What follows belongs to an exercise in optimizing a design on an open flow for small area; a production flow would make more cautious choices. In this exercise RTL edits were held to simulation tests only and were not proved equivalent to the original. Power and IR drop assume default switching activity.

==> flow/design.v (excerpt) <==
module srvmux (
    input  wire        clk,
    input  wire        rst,           
    input  wire        tick,
    input  wire        cmd_valid,
    input  wire [47:0] cmd,
    output reg         resp_valid,
    output wire [39:0] resp,
    output wire        servo_out,
    output wire [3:0]  addr,
    output wire        step_out,
    output reg         ev_step_fire,
    output reg         ev_step_wrap,
    output reg         ev_div,
    output reg         ev_mux,
    output wire        ev_wdt
);
Size in the first run: about 1900 cells after synthesis, ~330 flip-flops, roughly 100 I/O pins.
export LEC_CHECK = 0
export CAP_MARGIN = 20
export CELL_PAD_IN_SITES_DETAIL_PLACEMENT = 0
export CELL_PAD_IN_SITES_GLOBAL_PLACEMENT = 0
export CORE_MARGIN = 2
export CORE_UTILIZATION = 62
export PLACE_DENSITY = 0.8
export SLEW_MARGIN = 20
create_clock -name core_clock -period 12.0 [get_ports {clk}]
standard.sh (not shown) runs the stock make flow with config.mk's settings and CLKGATE_MAP_FILE= SYNTH_SCRIPT=/design/flow/synth_recipe.tcl, a recipe that flattens the netlist after the stock synthesis.
==> flow/flow/run.sh <==
#!/bin/bash
# Own layout flow: the standard flow (standard.sh), with
#  - ABC's mapping script replaced by an area-oriented one (flow/area.abc);
#    registers, their names and their cells are those of the standard synthesis
#  - no fixed adder-cell mapping before ABC (ADDER_MAP_FILE empty)
#  - port buffers of the smallest buffer cell
#  - CTS without dummy loads
# Each tool writes its own log under orfs/logs; make's output goes to flow.log.
set -euo pipefail
here=$PWD
{
  echo 'proc abc {args} {'
  echo '  set i [lsearch -exact $args -script]'
  echo "  if {\$i >= 0} { set args [lreplace \$args \$i [expr {\$i+1}] -script $here/flow/area.abc] }"
  echo '  yosys abc {*}$args'
  echo '}'
  cat synth_recipe.tcl
} > my_synth.tcl
sed "s#SYNTH_SCRIPT=[^ ]*#SYNTH_SCRIPT=$here/my_synth.tcl#" standard.sh > my_standard.sh
export ADDER_MAP_FILE=
export BUFFER_PORTS_ARGS="-buffer_cell sky130_fd_sc_hd__buf_1"
export CTS_ARGS="-sink_clustering_enable -repair_clock_nets -dont_use_dummy_load -buf_list {sky130_fd_sc_hd__clkbuf_4} -sink_clustering_size 8 -sink_clustering_max_diameter 40"
bash my_standard.sh > flow.log 2>&1
==> flow/flow/area.abc <==
strash
ifraig
dc2
dch -f
amap
strash
dc2
dch -f
amap
strash
dc2
dch -f
amap
&get -n
&st
&dch -f
&nf -R 1000 -C 32
&put
Change:
==> flow/flow/area.abc (replaced) <==
strash
ifraig
dc2
dch -f
amap
strash
dc2
dch -f
amap
strash
dc2
dch -f
amap
&get -n
&st
&dch -f
&nf -R 1000 -C 32 -F 8 -A 8
&put
Settings changed: CORE_UTILIZATION 62 to 68, PLACE_DENSITY 0.8 to 0.85.
What happened: Die area shrinks by 9.2%; total power is about the same; clock power hardly moves; final area shrinks by 1.8%; synthesized area shrinks by 0.63%; setup slack is worse by 0.10 ns.


Another version of the RTL of srvmux (not shown whole).
Size in the first run: about 1800 cells after synthesis, ~340 flip-flops, ~0.017 mm^2 of cells after synthesis.
Design srvmux, start of the top module:
module srvmux (
    input  wire        clk,
    input  wire        rst,           
    input  wire        tick,
    input  wire        cmd_valid,
    input  wire [47:0] cmd,
    output reg         resp_valid,
    output wire [39:0] resp,
    output wire        servo_out,
    output wire [3:0]  addr,
    output wire        step_out,
    output reg         ev_step_fire,
    output reg         ev_step_wrap,
    output reg         ev_div,
    output reg         ev_mux,
    output wire        ev_wdt
);
Settings: LEC_CHECK=0, CAP_MARGIN=20, CELL_PAD_IN_SITES_DETAIL_PLACEMENT=0, CELL_PAD_IN_SITES_GLOBAL_PLACEMENT=1, CORE_MARGIN=2, CORE_UTILIZATION=50, PLACE_DENSITY=0.65, SLEW_MARGIN=20; clock period 12.0 ns.
==> flow/flow/run.sh <==
#!/bin/bash
# Own layout flow: the standard flow (standard.sh), with
#  - ABC's mapping script replaced by an area-oriented one (flow/area.abc);
#    registers, their names and their cells are those of the standard synthesis
#  - no fixed adder-cell mapping before ABC (ADDER_MAP_FILE empty)
#  - port buffers of the smallest buffer cell
#  - CTS without dummy loads
# Each tool writes its own log under orfs/logs; make's output goes to flow.log.
set -euo pipefail
here=$PWD
{
  echo 'proc abc {args} {'
  echo '  set i [lsearch -exact $args -script]'
  echo "  if {\$i >= 0} { set args [lreplace \$args \$i [expr {\$i+1}] -script $here/flow/area.abc] }"
  echo '  yosys abc {*}$args'
  echo '}'
  cat synth_recipe.tcl
} > my_synth.tcl
sed "s#SYNTH_SCRIPT=[^ ]*#SYNTH_SCRIPT=$here/my_synth.tcl#" standard.sh > my_standard.sh
export ADDER_MAP_FILE=
export BUFFER_PORTS_ARGS="-buffer_cell sky130_fd_sc_hd__buf_1"
export CTS_ARGS="-sink_clustering_enable -repair_clock_nets -dont_use_dummy_load -buf_list {sky130_fd_sc_hd__clkbuf_4} -sink_clustering_size 8 -sink_clustering_max_diameter 50"
bash my_standard.sh > flow.log 2>&1
==> flow/flow/area.abc <==
&get -n
&st
&dch
&nf -R 1000
&st
&syn2
&dch
&nf -R 1000
&put
The first run completed without violations.
Then changed:
--- a/flow/flow/run.sh
+++ b/flow/flow/run.sh
@@ -4,3 +4,2 @@
 #    registers, their names and their cells are those of the standard synthesis
-#  - no fixed adder-cell mapping before ABC (ADDER_MAP_FILE empty)
 #  - port buffers of the smallest buffer cell
@@ -19,3 +18,2 @@
 sed "s#SYNTH_SCRIPT=[^ ]*#SYNTH_SCRIPT=$here/my_synth.tcl#" standard.sh > my_standard.sh
-export ADDER_MAP_FILE=
 export BUFFER_PORTS_ARGS="-buffer_cell sky130_fd_sc_hd__buf_1"
CELL_PAD_IN_SITES_DETAIL_PLACEMENT = 1   (was 0)
CELL_PAD_IN_SITES_GLOBAL_PLACEMENT = 2   (was 1)
CORE_UTILIZATION = 60   (was 50)
PLACE_DENSITY = 0.7   (was 0.65)
With this change the flow ended with an error in global placement without I/O.
Synthesized cell count came out lower by 1.9%.
Synthesized area came out lower by 0.86%.
Then changed:
--- a/flow/flow/run.sh
+++ b/flow/flow/run.sh
@@ -19,3 +19,3 @@
 export BUFFER_PORTS_ARGS="-buffer_cell sky130_fd_sc_hd__buf_1"
-export CTS_ARGS="-sink_clustering_enable -repair_clock_nets -dont_use_dummy_load -buf_list {sky130_fd_sc_hd__clkbuf_4} -sink_clustering_size 8 -sink_clustering_max_diameter 50"
+export CTS_ARGS="-sink_clustering_enable -repair_clock_nets -dont_use_dummy_load"
 bash my_standard.sh > flow.log 2>&1
CORE_UTILIZATION = 35   (was 60)
PLACE_DENSITY = 0.5   (was 0.7)
Effect: The changed run finished clean; area after synthesis is unchanged; synthesized cell count is unchanged.


Setup of job 101:
Another version of the RTL of srvmux (not shown whole).
Size in the first run: ~0.016 mm^2 of cells after synthesis.
export LEC_CHECK = 0
export CAP_MARGIN = 20
export CELL_PAD_IN_SITES_DETAIL_PLACEMENT = 0
export CELL_PAD_IN_SITES_GLOBAL_PLACEMENT = 0
export CORE_MARGIN = 2
export CORE_UTILIZATION = 62
export PLACE_DENSITY = 0.8
export SLEW_MARGIN = 20
create_clock -name core_clock -period 12.0 [get_ports {clk}]
==> flow/flow/run.sh <==
#!/bin/bash
# Own layout flow: the standard flow (standard.sh), with
#  - ABC's mapping script replaced by an area-oriented one (flow/area.abc);
#    registers, their names and their cells are those of the standard synthesis
#  - no fixed adder-cell mapping before ABC (ADDER_MAP_FILE empty)
#  - port buffers of the smallest buffer cell
#  - CTS without dummy loads
# Each tool writes its own log under orfs/logs; make's output goes to flow.log.
set -euo pipefail
here=$PWD
{
  echo 'proc abc {args} {'
  echo '  set i [lsearch -exact $args -script]'
  echo "  if {\$i >= 0} { set args [lreplace \$args \$i [expr {\$i+1}] -script $here/flow/area.abc] }"
  echo '  yosys abc {*}$args'
  echo '}'
  cat synth_recipe.tcl
} > my_synth.tcl
sed "s#SYNTH_SCRIPT=[^ ]*#SYNTH_SCRIPT=$here/my_synth.tcl#" standard.sh > my_standard.sh
export ADDER_MAP_FILE=
export BUFFER_PORTS_ARGS="-buffer_cell sky130_fd_sc_hd__buf_1"
export CTS_ARGS="-sink_clustering_enable -repair_clock_nets -dont_use_dummy_load -buf_list {sky130_fd_sc_hd__clkbuf_4} -sink_clustering_size 8 -sink_clustering_max_diameter 50"
bash my_standard.sh > flow.log 2>&1
==> flow/flow/area.abc <==
strash
ifraig
dc2
dch -f
amap
strash
dc2
dch -f
amap
strash
dc2
dch -f
amap
&get -n
&st
&dch -f
&nf -R 1000 -C 32
&put
## Diff of input files: job 102 against job 101
Settings: PLACE_DENSITY changed from 0.8 to 0.65; CELL_PAD_IN_SITES_GLOBAL_PLACEMENT changed from 0 to 1; CORE_UTILIZATION changed from 62 to 50.
diff --git a/flow/flow/run.sh b/flow/flow/run.sh
--- a/flow/flow/run.sh
+++ b/flow/flow/run.sh
@@ -7,2 +7,4 @@
 #  - CTS without dummy loads
+#  - the buffers that timing-driven placement inserts are removed before
+#    the post-placement repair (flow/pre_resize.tcl)
 # Each tool writes its own log under orfs/logs; make's output goes to flow.log.
@@ -21,2 +23,3 @@
 export BUFFER_PORTS_ARGS="-buffer_cell sky130_fd_sc_hd__buf_1"
+export PRE_RESIZE_TCL=$here/flow/pre_resize.tcl
 export CTS_ARGS="-sink_clustering_enable -repair_clock_nets -dont_use_dummy_load -buf_list {sky130_fd_sc_hd__clkbuf_4} -sink_clustering_size 8 -sink_clustering_max_diameter 50"
==> flow/flow/pre_resize.tcl (new file) <==
# Before the post-placement repair: take out the buffers that timing-driven
# global placement inserted (named place*), so that repair_design buffers only
# the nets that still need it. Port buffers (input*/output*) stay.
set gpl_bufs [get_cells -quiet place*]
puts "pre_resize: removing [llength $gpl_bufs] placement buffers"
if { [llength $gpl_bufs] > 0 } {
  remove_buffers $gpl_bufs
}
### Flow results
- | maximum frequency | job 102 vs job 101 | worse |
- Cmp job 101 and job 102 / detailed route wirelength on metal2 / higher: job 102
- Job 102 vs job 101 — logic depth of the worst path, buffers included climbed by a few percent
- In the route summary, job 102 ends up with a via count below that of job 101.
- Diff job 101 and job 102: post-layout minimum cycle time lower in job 101
- Utilization after layout down 14 points in job 102 wrt job 101
Relative to job 102, the following input files were edited for job 103:
Settings: CELL_PAD_IN_SITES_GLOBAL_PLACEMENT: 1 -> 0; CORE_UTILIZATION: 50 -> 62; PLACE_DENSITY: 0.65 -> 0.8.
diff --git a/flow/flow/run.sh b/flow/flow/run.sh
--- a/flow/flow/run.sh
+++ b/flow/flow/run.sh
@@ -7,4 +7,2 @@
 #  - CTS without dummy loads
-#  - the buffers that timing-driven placement inserts are removed before
-#    the post-placement repair (flow/pre_resize.tcl)
 # Each tool writes its own log under orfs/logs; make's output goes to flow.log.
@@ -23,3 +21,2 @@
 export BUFFER_PORTS_ARGS="-buffer_cell sky130_fd_sc_hd__buf_1"
-export PRE_RESIZE_TCL=$here/flow/pre_resize.tcl
 export CTS_ARGS="-sink_clustering_enable -repair_clock_nets -dont_use_dummy_load -buf_list {sky130_fd_sc_hd__clkbuf_4} -sink_clustering_size 8 -sink_clustering_max_diameter 50"
==> flow/flow/area.abc <==
strash
ifraig
dc2
dch -f
amap
strash
dc2
dch -f
amap
strash
dc2
dch -f
amap
&get -n
&st
&dch -f
&nf -R 1000 -C 32 -F 8 -A 8
&put
removed: flow/flow/pre_resize.tcl
--- outcome ---
Job 103 went all the way through synthesis, placement and routing and the layout is clean on timing, DRC and antenna. Summary of the comparison: worst setup slack before clock tree synthesis is higher in job 103, relative to job 102. Hold buffer count at cts: job 103 vs job 102 identical. Diff job 102 -> job 103: smallest setup slack after layout higher; met1 track utilization from global routing went up by 7.9 points.


srvmux again, from the RTL that the note above started with.
Settings: LEC_CHECK=0, CAP_MARGIN=20, CELL_PAD_IN_SITES_DETAIL_PLACEMENT=0, CELL_PAD_IN_SITES_GLOBAL_PLACEMENT=1, CORE_MARGIN=2, CORE_UTILIZATION=50, GPL_TIMING_DRIVEN=0, PLACE_DENSITY=0.65, SLEW_MARGIN=20; clock period 12.0 ns.
==> flow/flow/run.sh <==
#!/bin/bash
# Own layout flow: the standard flow (standard.sh), with
#  - ABC's mapping script replaced by an area-oriented one (flow/area.abc);
#    registers, their names and their cells are those of the standard synthesis
#  - no fixed adder-cell mapping before ABC (ADDER_MAP_FILE empty)
#  - port buffers of the smallest buffer cell
#  - CTS without dummy loads
# Each tool writes its own log under orfs/logs; make's output goes to flow.log.
set -euo pipefail
here=$PWD
{
  echo 'proc abc {args} {'
  echo '  set i [lsearch -exact $args -script]'
  echo "  if {\$i >= 0} { set args [lreplace \$args \$i [expr {\$i+1}] -script $here/flow/area.abc] }"
  echo '  yosys abc {*}$args'
  echo '}'
  cat synth_recipe.tcl
} > my_synth.tcl
sed "s#SYNTH_SCRIPT=[^ ]*#SYNTH_SCRIPT=$here/my_synth.tcl#" standard.sh > my_standard.sh
export ADDER_MAP_FILE=
export BUFFER_PORTS_ARGS="-buffer_cell sky130_fd_sc_hd__buf_1"
export CTS_ARGS="-sink_clustering_enable -repair_clock_nets -dont_use_dummy_load -buf_list {sky130_fd_sc_hd__clkbuf_4} -sink_clustering_size 8 -sink_clustering_max_diameter 50"
bash my_standard.sh > flow.log 2>&1
==> flow/flow/area.abc <==
strash
ifraig
dc2
dch -f
amap
strash
dc2
dch -f
amap
strash
dc2
dch -f
amap
&get -n
&st
&dch -f
&nf -R 1000 -C 32
&put
Then changed:
--- a/flow/flow/run.sh
+++ b/flow/flow/run.sh
@@ -7,0 +8 @@
+#  - timing-driven placement that does not keep its own resizing (GPL_KEEP_OVERFLOW 0)
@@ -21,0 +23 @@
+export GPL_KEEP_OVERFLOW=0
GPL_TIMING_DRIVEN = unset   (was 0)
Outcome: The changed run passed the timing, DRC and antenna checks; via count drops by about 0.45%; final cell count hardly moves; worst setup slack is better by 0.22 ns; design area hardly moves; synthesized area is unchanged; maximum frequency came out higher by about 2%; sequential power hardly moves; combinational power barely changes; sequential share of layout area is about the same; wire length is about the same.
Then changed:
--- a/flow/flow/run.sh
+++ b/flow/flow/run.sh
@@ -8 +7,0 @@
-#  - timing-driven placement that does not keep its own resizing (GPL_KEEP_OVERFLOW 0)
@@ -23,2 +22 @@
-export GPL_KEEP_OVERFLOW=0
-export CTS_ARGS="-sink_clustering_enable -repair_clock_nets -dont_use_dummy_load -buf_list {sky130_fd_sc_hd__clkbuf_4} -sink_clustering_size 8 -sink_clustering_max_diameter 50"
+export CTS_ARGS="-sink_clustering_enable -repair_clock_nets -dont_use_dummy_load -buf_list {sky130_fd_sc_hd__clkbuf_4} -sink_clustering_size 10 -sink_clustering_max_diameter 40"
CELL_PAD_IN_SITES_GLOBAL_PLACEMENT = 0   (was 1)
CORE_UTILIZATION = 62   (was 50)
PLACE_DENSITY = 0.8   (was 0.65)
Worst setup slack improves by 0.11 ns.
Core utilization went up by 13 points.
Non-clock buffer count goes up by 6.
Power fell by about 1.7%.
Cell count fell by about 3.3%.
Sequential power barely changes.
Then changed:
--- a/flow/flow/run.sh
+++ b/flow/flow/run.sh
@@ -7,0 +8,2 @@
+#  - the buffers that timing-driven placement inserts are removed before
+#    the post-placement repair (flow/pre_resize.tcl)
@@ -22 +24,2 @@
-export CTS_ARGS="-sink_clustering_enable -repair_clock_nets -dont_use_dummy_load -buf_list {sky130_fd_sc_hd__clkbuf_4} -sink_clustering_size 10 -sink_clustering_max_diameter 40"
+export PRE_RESIZE_TCL=$here/flow/pre_resize.tcl
+export CTS_ARGS="-sink_clustering_enable -repair_clock_nets -dont_use_dummy_load -buf_list {sky130_fd_sc_hd__clkbuf_4} -sink_clustering_size 8 -sink_clustering_max_diameter 50"
==> flow/flow/pre_resize.tcl (new file) <==
# Before the post-placement repair: take out the buffers that timing-driven
# global placement inserted (named place*), so that repair_design buffers only
# the nets that still need it. The port buffers (input*/output*) are kept:
# they are marked dont_touch while the others are removed.
set gpl_bufs [get_cells -quiet place*]
set port_bufs [concat [get_cells -quiet input*] [get_cells -quiet output*]]
puts "pre_resize: removing [llength $gpl_bufs] placement buffers, keeping [llength $port_bufs] port buffers"
if { [llength $gpl_bufs] > 0 } {
  set_dont_touch $port_bufs
  remove_buffers $gpl_bufs
  unset_dont_touch $port_bufs
}
CELL_PAD_IN_SITES_GLOBAL_PLACEMENT = 1   (was 0)
CORE_UTILIZATION = 50   (was 62)
PLACE_DENSITY = 0.65   (was 0.8)
Setup slack degrades by 0.21 ns. Clock power is higher by 5.6%. Power is higher by 1.6%. Synthesized area is unchanged. Routed wire length is higher by 5.9%. Synthesized cell count stays the same. Cell count is higher by 2.6%. Die area is higher by 23%. Count of clock-buffer cells in the layout is higher by 3. Global-route usage is lower by 6.0 points. Cell area is higher by 1.7%.
Then changed:
--- a/flow/flow/run.sh
+++ b/flow/flow/run.sh
@@ -8,2 +7,0 @@
-#  - the buffers that timing-driven placement inserts are removed before
-#    the post-placement repair (flow/pre_resize.tcl)
@@ -24 +21,0 @@
-export PRE_RESIZE_TCL=$here/flow/pre_resize.tcl
removed: flow/flow/pre_resize.tcl
The changed run went through all stages and came out clean.
Design area is lower by 0.65%.
Routed wire length is higher by 1.1%.
Clock skew is higher by 0.0086 ns.
Register-to-register slack gains 0.10 ns.
First-iteration DRC count is higher by 2.4%.
Sequential power stays flat.
Worst setup slack gains 0.31 ns.
Utilization is lower by 0.37 points.
Clock-buffer cell count stays the same.

==> separate check: timing with driven ports <==
The flow's constraints put no driver on any port. The routed layouts listed below were extracted and timed again, unchanged, in two steps.
Step 1 assumes that a clkbuf_16 drives the clock port and a buf_2 every other input.
Step 2 also shifts input and output timing later by t, the mid clock arrival at the registers, as if the neighbouring blocks saw the same clock.
Three values: no drivers, after step 1, after step 2; two values: the first two.
| run | shift t [ns] | slack for setup (ns) | slew violations | max-capacitance violations | pins driven straight from the clock port |
|---|---|---|---|---|---|
| the first run of note 1 | 0.744 | 0.633 / 0.656 / -0.088 | 0 / 0 | 0 / 0 | 1 |
| the second run of note 1 | 0.720 | 0.532 / 0.551 / -0.169 | 0 / 0 | 0 / 0 | 1 |
| the first run of note 2 | 0.824 | 1.530 / 1.558 / 0.734 | 0 / 0 | 0 / 0 | 1 |
| the third run of note 2 | 0.601 | 1.534 / 1.570 / 0.969 | 0 / 0 | 0 / 0 | 1 |
| job 101 | 0.728 | 0.788 / 0.811 / 0.083 | 0 / 0 | 0 / 0 | 1 |
| job 102 | 0.822 | 0.653 / 0.599 / -0.223 | 0 / 96 | 0 / 1 | 1 |
| job 103 | 0.732 | 0.823 / 0.847 / 0.115 | 0 / 0 | 0 / 0 | 1 |
| the first run of note 4 | 0.720 | 0.465 / 0.489 / -0.231 | 0 / 0 | 0 / 0 | 1 |
| the second run of note 4 | 0.750 | 0.683 / 0.712 / -0.038 | 0 / 0 | 0 / 0 | 1 |
| the third run of note 4 | 0.738 | 0.796 / 0.817 / 0.078 | 0 / 0 | 0 / 0 | 1 |
| the fourth run of note 4 | 0.821 | 0.581 / 0.609 / -0.211 | 0 / 0 | 0 / 0 | 1 |
| the fifth run of note 4 | 0.820 | 0.895 / 0.920 / 0.100 | 0 / 0 | 0 / 0 | 1 |
Met with ideal ports but missed after step 2: setup timing in 6 of these runs. With drivers on, slew violations rise in job 102. The drivers bring new capacitance violations in job 102. The setup slack of job 102, which loses most, moves by -0.054 ns with the drivers and by -0.876 ns with both steps.
